From an optimization exercise on the open Yosys and OpenROAD flow, aimed at small area, a short achievable clock period and few clock cycles; shortcuts taken in it are not production practice.
Function was checked by simulation only, so behaviour that the tests miss may differ from the original.

==> tundra: inputs <==
// modarith_engine
module modarith_engine (
    input  wire        clk,
    input  wire        rst,
    input  wire        start,
    input  wire [2:0]  op,
    input  wire        b52,
    input  wire [63:0] a,
    input  wire [63:0] b,
    input  wire [63:0] c,
    input  wire [63:0] q,
    output wire        ready,
    output reg         done,
    output wire [63:0] result,
    output reg  [2:0]  err_code,
    output reg  [7:0]  err_cause,
    output reg  [1:0]  err_index
);
clock: 12.0 ns
lec_check: 0
cap_margin: 20
core_margin: 2
core_utilization: 45
place_density: 0.6
setup_slack_margin: 5
slew_margin: 20
run.sh (not shown) runs the stock make flow with config.mk's settings and CLKGATE_MAP_FILE= SYNTH_SCRIPT=/design/flow/synth_recipe.tcl, a recipe that flattens the netlist after the stock synthesis.
==> inputs of indigo, as changes to tundra <==
--- a/flow/design.v
+++ b/flow/design.v
@@ -21,12 +21,13 @@
     localparam OP_PRTEST  = 3'd3;
     localparam OP_MULFAC  = 3'd4;
     localparam OP_MULLAZY = 3'd5;
     localparam ST_IDLE = 3'd0;
     localparam ST_C1   = 3'd1;    
     localparam ST_C2   = 3'd2;    
+    localparam ST_C3   = 3'd6;    
     localparam ST_LOOP = 3'd3;    
     localparam ST_FIN  = 3'd4;    
     localparam ST_POST = 3'd5;    
     localparam P_BASE = 2'd0;
     localparam P_SQ   = 2'd1;
     localparam P_MUL  = 2'd2;
@@ -3894,25 +3895,19 @@
 assign D[69] = D_p0_69 ^ D_g7_68;
 assign D[70] = D_p0_70 ^ D_g7_69;
 assign D[71] = D_p0_71 ^ D_g7_70;
     wire         ge   = ~D[W-1] & ~m4;
     wire [63:0]  Rred = ge ? D[63:0] : R[63:0];
     wire [64:0]  QAp  = QA + {59'd0, qp, 3'd0, ge};
-    wire [64:0] ex   = {1'b1, ~Cc};
-    wire [64:0] ey   = {59'd0, qp, 4'd0};
-    wire [64:0] es   = QA ^ ey ^ ex;
-    wire [64:0] ec   = (QA & ey) | (QA & ex) | (ey & ex);
-    wire        feq  = &(es ^ {ec[63:0], ge});
+    wire        feq  = (QAp == {1'b0, Cc});
     wire        nx_sq = (pw == P_BASE) || !(pw == P_SQ && B[62]);
-    wire [11:0] dxR   = window({3'd0, R[63:0]}, s_r[1:0]) * (nx_sq ? R[63:56] : A[63:56]);
-    wire [11:0] dxD   = window({3'd0, D[63:0]}, s_r[1:0]) * (nx_sq ? D[63:56] : A[63:56]);
     wire        qok    = (Q[63:62] == 2'b00) && (|Q[61:1]);
-    wire        AgeQ   = (A >= Q);
+    wire        AgeQ   = ge;             
     wire        BgeQ   = (B >= Q);
     wire [63:0] smask  = ~(64'hFFFF_FFFF_FFFF_FFFF << s_r);
-    wire        prt_ge = ((Cc | smask) >= (Q - 64'd1));
+    wire        prt_ge = ge;             
     wire [6:0]  lzQ    = lzc64(Q);
     wire [6:0]  lzB    = lzc64(B);
     reg  [63:0] rot_in;
     reg  [5:0]  rot_amt;
     wire [63:0] r0 = rot_amt[0] ? {rot_in[62:0], rot_in[63]}    : rot_in;
     wire [63:0] r1 = rot_amt[1] ? {r0[61:0], r0[63:62]}         : r0;
@@ -4200,12 +4195,13 @@
     reg  [1:0]   pw_n, ph_n;
     reg          done_n;
     reg  [2:0]   ec_n;
     reg  [7:0]   ca_n;
     reg  [1:0]   ix_n;
     reg  [11:0]  dxp;
+    reg  [W-1:0] S_n, C_n;
     reg          err;
     always @* begin
         state_n = state; op_n = op_r; b52_n = b52_r;
         A_n = A; B_n = B; Cc_n = Cc; Q_n = Q; s_n = s_r;
         Y_n = {Y[62:0], 4'd0}; wo_n = wo;
         QA_n = 65'd0; qp_n = 2'd0;
@@ -4217,21 +4213,24 @@
         ec_n = err_code; ca_n = err_cause; ix_n = err_index;
         rot_in = B; rot_amt = 6'd0;
         md = window({Y[62:0], 4'd0}, wo); mx = X[63:56];
         dxp = mprod;
         rom_idx = Q[62:55];
         err = 1'b0;
+        S_n = (state == ST_LOOP) ? tS : {W{1'b0}};
+        C_n = (state == ST_LOOP) ? tC : {W{1'b0}};
         case (state)
             ST_IDLE: begin
                 if (start) begin
                     op_n  = op;
                     b52_n = b52;
                     A_n   = (op == OP_MULLAZY) ? b : a;
                     B_n   = (op == OP_MULLAZY) ? a : b;
                     Cc_n  = c;
                     Q_n   = q;
+                    S_n   = {8'd0, A_n};    
                     ec_n  = 3'd0; ca_n = 8'd0; ix_n = 2'd0;
                     m3_n  = 1'b0; m4_n = 1'b0;
                     state_n = ST_C1;
                 end
             end
             ST_C1: begin
@@ -4273,17 +4272,22 @@
                 end
                 if (err) begin
                     Cc_n = 64'd0; done_n = 1'b1; state_n = ST_IDLE;
                 end
             end
             ST_C2: begin    
+                rot_in = A; rot_amt = s_r;
+                A_n = rot_out;
+                state_n = ST_C3;
+            end
+            ST_C3: begin    
                 rot_in = B; rot_amt = s_r;
                 Y_n = {3'd0, rot_out};
-                wo_n = 2'd0;
-                cnt_n = 6'd16;
-                md = rot_out[63:60]; mx = A[63:56];
+                wo_n = s_r[1:0];
+                cnt_n = 6'd16 - {2'd0, s_r[5:2]};
+                md = window({3'd0, rot_out}, s_r[1:0]); mx = A[63:56];
                 state_n = ST_LOOP;
             end
             ST_LOOP: begin
                 if (m4) begin
                     QA_n = {QA[60:0], 4'd0};
                 end else begin
@@ -4317,13 +4321,14 @@
                     end
                     OP_POWMOD, OP_PRTEST: begin
                         Cc_n = Rred;
                         Y_n = {3'd0, Rred};
                         wo_n = s_r[1:0];
                         cnt_n = 6'd16 - {2'd0, s_r[5:2]};
-                        dxp = ge ? dxD : dxR;
+                        md = window({3'd0, Rred}, s_r[1:0]);
+                        mx = nx_sq ? Rred[63:56] : A[63:56];
                         state_n = ST_LOOP;
                         pw_n = P_SQ;
                         xsel_n = 1'b1;
                         case (pw)
                             P_BASE: begin
                                 A_n = Rred;
@@ -4342,12 +4347,16 @@
                             default: begin
                                 B_n = {B[62:0], 1'b0};
                                 ecnt_n = ecnt - 6'd1;
                                 if (ecnt == 6'd1) state_n = ST_POST;
                             end
                         endcase
+                        if (state_n == ST_POST && op_r == OP_PRTEST) begin
+                            S_n = {8'd0, Rred | smask};
+                            C_n = {{(W-1){1'b0}}, 1'b1};
+                        end
                     end
                     OP_MULFAC: begin
                         Cc_n = QAp[63:0];
                         done_n = 1'b1;
                         state_n = ST_IDLE;
                     end
@@ -4401,14 +4410,14 @@
         end else begin
             state <= state_n;
             done  <= done_n;
         end
         op_r <= op_n; b52_r <= b52_n;
         A <= A_n; B <= B_n; Cc <= Cc_n; Q <= Q_n; s_r <= s_n;
-        S <= (state == ST_LOOP) ? tS : {W{1'b0}};
-        C <= (state == ST_LOOP) ? tC : {W{1'b0}};
+        S <= S_n;
+        C <= C_n;
         Y <= Y_n; wo <= wo_n; QA <= QA_n; qp <= qp_n;
         cnt <= cnt_n; ecnt <= ecnt_n; xsel <= xsel_n;
         m3 <= m3_n; m4 <= m4_n; qfix <= qfix_n; enorm <= enorm_n;
         fchk <= fchk_n; fbad <= fbad_n; ovf <= ovf_n;
         pw <= pw_n; ph <= ph_n;
         err_code <= ec_n; err_cause <= ca_n; err_index <= ix_n;
Settings changed: CORE_UTILIZATION 45 to 40, PLACE_DENSITY 0.6 to 0.55, TNS_END_PERCENT set to 5.
==> inputs of ember, as changes to tundra <==
--- a/flow/design.v
+++ b/flow/design.v
@@ -21,12 +21,13 @@
     localparam OP_PRTEST  = 3'd3;
     localparam OP_MULFAC  = 3'd4;
     localparam OP_MULLAZY = 3'd5;
     localparam ST_IDLE = 3'd0;
     localparam ST_C1   = 3'd1;    
     localparam ST_C2   = 3'd2;    
+    localparam ST_C3   = 3'd6;    
     localparam ST_LOOP = 3'd3;    
     localparam ST_FIN  = 3'd4;    
     localparam ST_POST = 3'd5;    
     localparam P_BASE = 2'd0;
     localparam P_SQ   = 2'd1;
     localparam P_MUL  = 2'd2;
@@ -3894,25 +3895,19 @@
 assign D[69] = D_p0_69 ^ D_g7_68;
 assign D[70] = D_p0_70 ^ D_g7_69;
 assign D[71] = D_p0_71 ^ D_g7_70;
     wire         ge   = ~D[W-1] & ~m4;
     wire [63:0]  Rred = ge ? D[63:0] : R[63:0];
     wire [64:0]  QAp  = QA + {59'd0, qp, 3'd0, ge};
-    wire [64:0] ex   = {1'b1, ~Cc};
-    wire [64:0] ey   = {59'd0, qp, 4'd0};
-    wire [64:0] es   = QA ^ ey ^ ex;
-    wire [64:0] ec   = (QA & ey) | (QA & ex) | (ey & ex);
-    wire        feq  = &(es ^ {ec[63:0], ge});
+    wire        feq  = (QAp == {1'b0, Cc});
     wire        nx_sq = (pw == P_BASE) || !(pw == P_SQ && B[62]);
-    wire [11:0] dxR   = window({3'd0, R[63:0]}, s_r[1:0]) * (nx_sq ? R[63:56] : A[63:56]);
-    wire [11:0] dxD   = window({3'd0, D[63:0]}, s_r[1:0]) * (nx_sq ? D[63:56] : A[63:56]);
     wire        qok    = (Q[63:62] == 2'b00) && (|Q[61:1]);
-    wire        AgeQ   = (A >= Q);
+    wire        AgeQ   = ge;             
     wire        BgeQ   = (B >= Q);
     wire [63:0] smask  = ~(64'hFFFF_FFFF_FFFF_FFFF << s_r);
-    wire        prt_ge = ((Cc | smask) >= (Q - 64'd1));
+    wire        prt_ge = ge;             
     wire [6:0]  lzQ    = lzc64(Q);
     wire [6:0]  lzB    = lzc64(B);
     reg  [63:0] rot_in;
     reg  [5:0]  rot_amt;
     wire [63:0] r0 = rot_amt[0] ? {rot_in[62:0], rot_in[63]}    : rot_in;
     wire [63:0] r1 = rot_amt[1] ? {r0[61:0], r0[63:62]}         : r0;
@@ -4200,12 +4195,13 @@
     reg  [1:0]   pw_n, ph_n;
     reg          done_n;
     reg  [2:0]   ec_n;
     reg  [7:0]   ca_n;
     reg  [1:0]   ix_n;
     reg  [11:0]  dxp;
+    reg  [W-1:0] S_n, C_n;
     reg          err;
     always @* begin
         state_n = state; op_n = op_r; b52_n = b52_r;
         A_n = A; B_n = B; Cc_n = Cc; Q_n = Q; s_n = s_r;
         Y_n = {Y[62:0], 4'd0}; wo_n = wo;
         QA_n = 65'd0; qp_n = 2'd0;
@@ -4217,21 +4213,24 @@
         ec_n = err_code; ca_n = err_cause; ix_n = err_index;
         rot_in = B; rot_amt = 6'd0;
         md = window({Y[62:0], 4'd0}, wo); mx = X[63:56];
         dxp = mprod;
         rom_idx = Q[62:55];
         err = 1'b0;
+        S_n = (state == ST_LOOP) ? tS : {W{1'b0}};
+        C_n = (state == ST_LOOP) ? tC : {W{1'b0}};
         case (state)
             ST_IDLE: begin
                 if (start) begin
                     op_n  = op;
                     b52_n = b52;
                     A_n   = (op == OP_MULLAZY) ? b : a;
                     B_n   = (op == OP_MULLAZY) ? a : b;
                     Cc_n  = c;
                     Q_n   = q;
+                    S_n   = {8'd0, A_n};    
                     ec_n  = 3'd0; ca_n = 8'd0; ix_n = 2'd0;
                     m3_n  = 1'b0; m4_n = 1'b0;
                     state_n = ST_C1;
                 end
             end
             ST_C1: begin
@@ -4273,17 +4272,22 @@
                 end
                 if (err) begin
                     Cc_n = 64'd0; done_n = 1'b1; state_n = ST_IDLE;
                 end
             end
             ST_C2: begin    
+                rot_in = A; rot_amt = s_r;
+                A_n = rot_out;
+                state_n = ST_C3;
+            end
+            ST_C3: begin    
                 rot_in = B; rot_amt = s_r;
                 Y_n = {3'd0, rot_out};
-                wo_n = 2'd0;
-                cnt_n = 6'd16;
-                md = rot_out[63:60]; mx = A[63:56];
+                wo_n = s_r[1:0];
+                cnt_n = 6'd16 - {2'd0, s_r[5:2]};
+                md = window({3'd0, rot_out}, s_r[1:0]); mx = A[63:56];
                 state_n = ST_LOOP;
             end
             ST_LOOP: begin
                 if (m4) begin
                     QA_n = {QA[60:0], 4'd0};
                 end else begin
@@ -4317,13 +4321,14 @@
                     end
                     OP_POWMOD, OP_PRTEST: begin
                         Cc_n = Rred;
                         Y_n = {3'd0, Rred};
                         wo_n = s_r[1:0];
                         cnt_n = 6'd16 - {2'd0, s_r[5:2]};
-                        dxp = ge ? dxD : dxR;
+                        md = window({3'd0, Rred}, s_r[1:0]);
+                        mx = nx_sq ? Rred[63:56] : A[63:56];
                         state_n = ST_LOOP;
                         pw_n = P_SQ;
                         xsel_n = 1'b1;
                         case (pw)
                             P_BASE: begin
                                 A_n = Rred;
@@ -4342,12 +4347,16 @@
                             default: begin
                                 B_n = {B[62:0], 1'b0};
                                 ecnt_n = ecnt - 6'd1;
                                 if (ecnt == 6'd1) state_n = ST_POST;
                             end
                         endcase
+                        if (state_n == ST_POST && op_r == OP_PRTEST) begin
+                            S_n = {8'd0, Rred | smask};
+                            C_n = {{(W-1){1'b0}}, 1'b1};
+                        end
                     end
                     OP_MULFAC: begin
                         Cc_n = QAp[63:0];
                         done_n = 1'b1;
                         state_n = ST_IDLE;
                     end
@@ -4401,14 +4410,14 @@
         end else begin
             state <= state_n;
             done  <= done_n;
         end
         op_r <= op_n; b52_r <= b52_n;
         A <= A_n; B <= B_n; Cc <= Cc_n; Q <= Q_n; s_r <= s_n;
-        S <= (state == ST_LOOP) ? tS : {W{1'b0}};
-        C <= (state == ST_LOOP) ? tC : {W{1'b0}};
+        S <= S_n;
+        C <= C_n;
         Y <= Y_n; wo <= wo_n; QA <= QA_n; qp <= qp_n;
         cnt <= cnt_n; ecnt <= ecnt_n; xsel <= xsel_n;
         m3 <= m3_n; m4 <= m4_n; qfix <= qfix_n; enorm <= enorm_n;
         fchk <= fchk_n; fbad <= fbad_n; ovf <= ovf_n;
         pw <= pw_n; ph <= ph_n;
         err_code <= ec_n; err_cause <= ca_n; err_index <= ix_n;
Settings changed: CORE_UTILIZATION 45 to 40, PLACE_DENSITY 0.6 to 0.55, TNS_END_PERCENT set to 0.
==> comparison table <==
|  | ember | tundra | indigo |
|---|---|---|---|
| Arithmetic-cell share of the synthesized area counting full adders, half adders and majority gates | 26.91% | 28.55% | 26.91% |
| Chip width | 442.3 um | 435.9 um | 442.3 um |
| R2r setup slk | 2.83 ns | 3.23 ns | 3.15 ns |
| Final standard cell area without fillers | 89,270 um2 | 105,600 um2 | 90,340 um2 |
| Layout clock buffer count | 111 | 106 | 118 |
| Area fraction of the dominant cell type after synthesis | 21.83% | 20.56% | 21.83% |
| Sequential Area | 14,880 um2 | 14,880 um2 | 14,880 um2 |
| Routed met3 length | 60.43 mm | 66.11 mm | 61.45 mm |
| Run status | timing/DRC/antenna clean | timing/DRC/antenna clean | timing/DRC/antenna clean |
| Fmax | 109.1 MHz | 114.0 MHz | 113.0 MHz |
| Worst hold start | Y[26]$_DFF_P_ | Y[9]$_DFF_P_ | Y[25]$_DFF_P_ |
| Cells after Synth | 9,399 | 10,470 | 9,399 |
Testbench counts of tundra, summed over its fixed seeds: cycles 84,916.
Testbench counts of indigo, summed over its fixed seeds: cycles 84,070.
Testbench counts of ember, summed over its fixed seeds: cycles 84,070.

==> what the ideal ports hide <==
The flow's constraints put no driver on any port. The routed layouts listed below were extracted and timed again, unchanged, in two steps. Step 1 assumes that a clkbuf_16 drives the clock port and a buf_2 every other input. Step 2, shift: input delay + t, output delay - t, t = (earliest + latest rising clock arrival at the registers) / 2. This alone moves slack from input paths to output paths. a / b / c = no drivers / after step 1 / after step 2; a / b = the first two.
run	shift t [ns]	setup slack, ns	hold WS [ns]
tundra	0.863	3.229 / 3.229 / 3.229	0.466 / 0.466 / 0.466
indigo	0.843	3.153 / 3.153 / 3.153	0.454 / 0.454 / 0.454
ember	0.862	2.832 / 2.832 / 2.832	0.453 / 0.453 / 0.453
After both steps setup and hold are still met in every run listed.
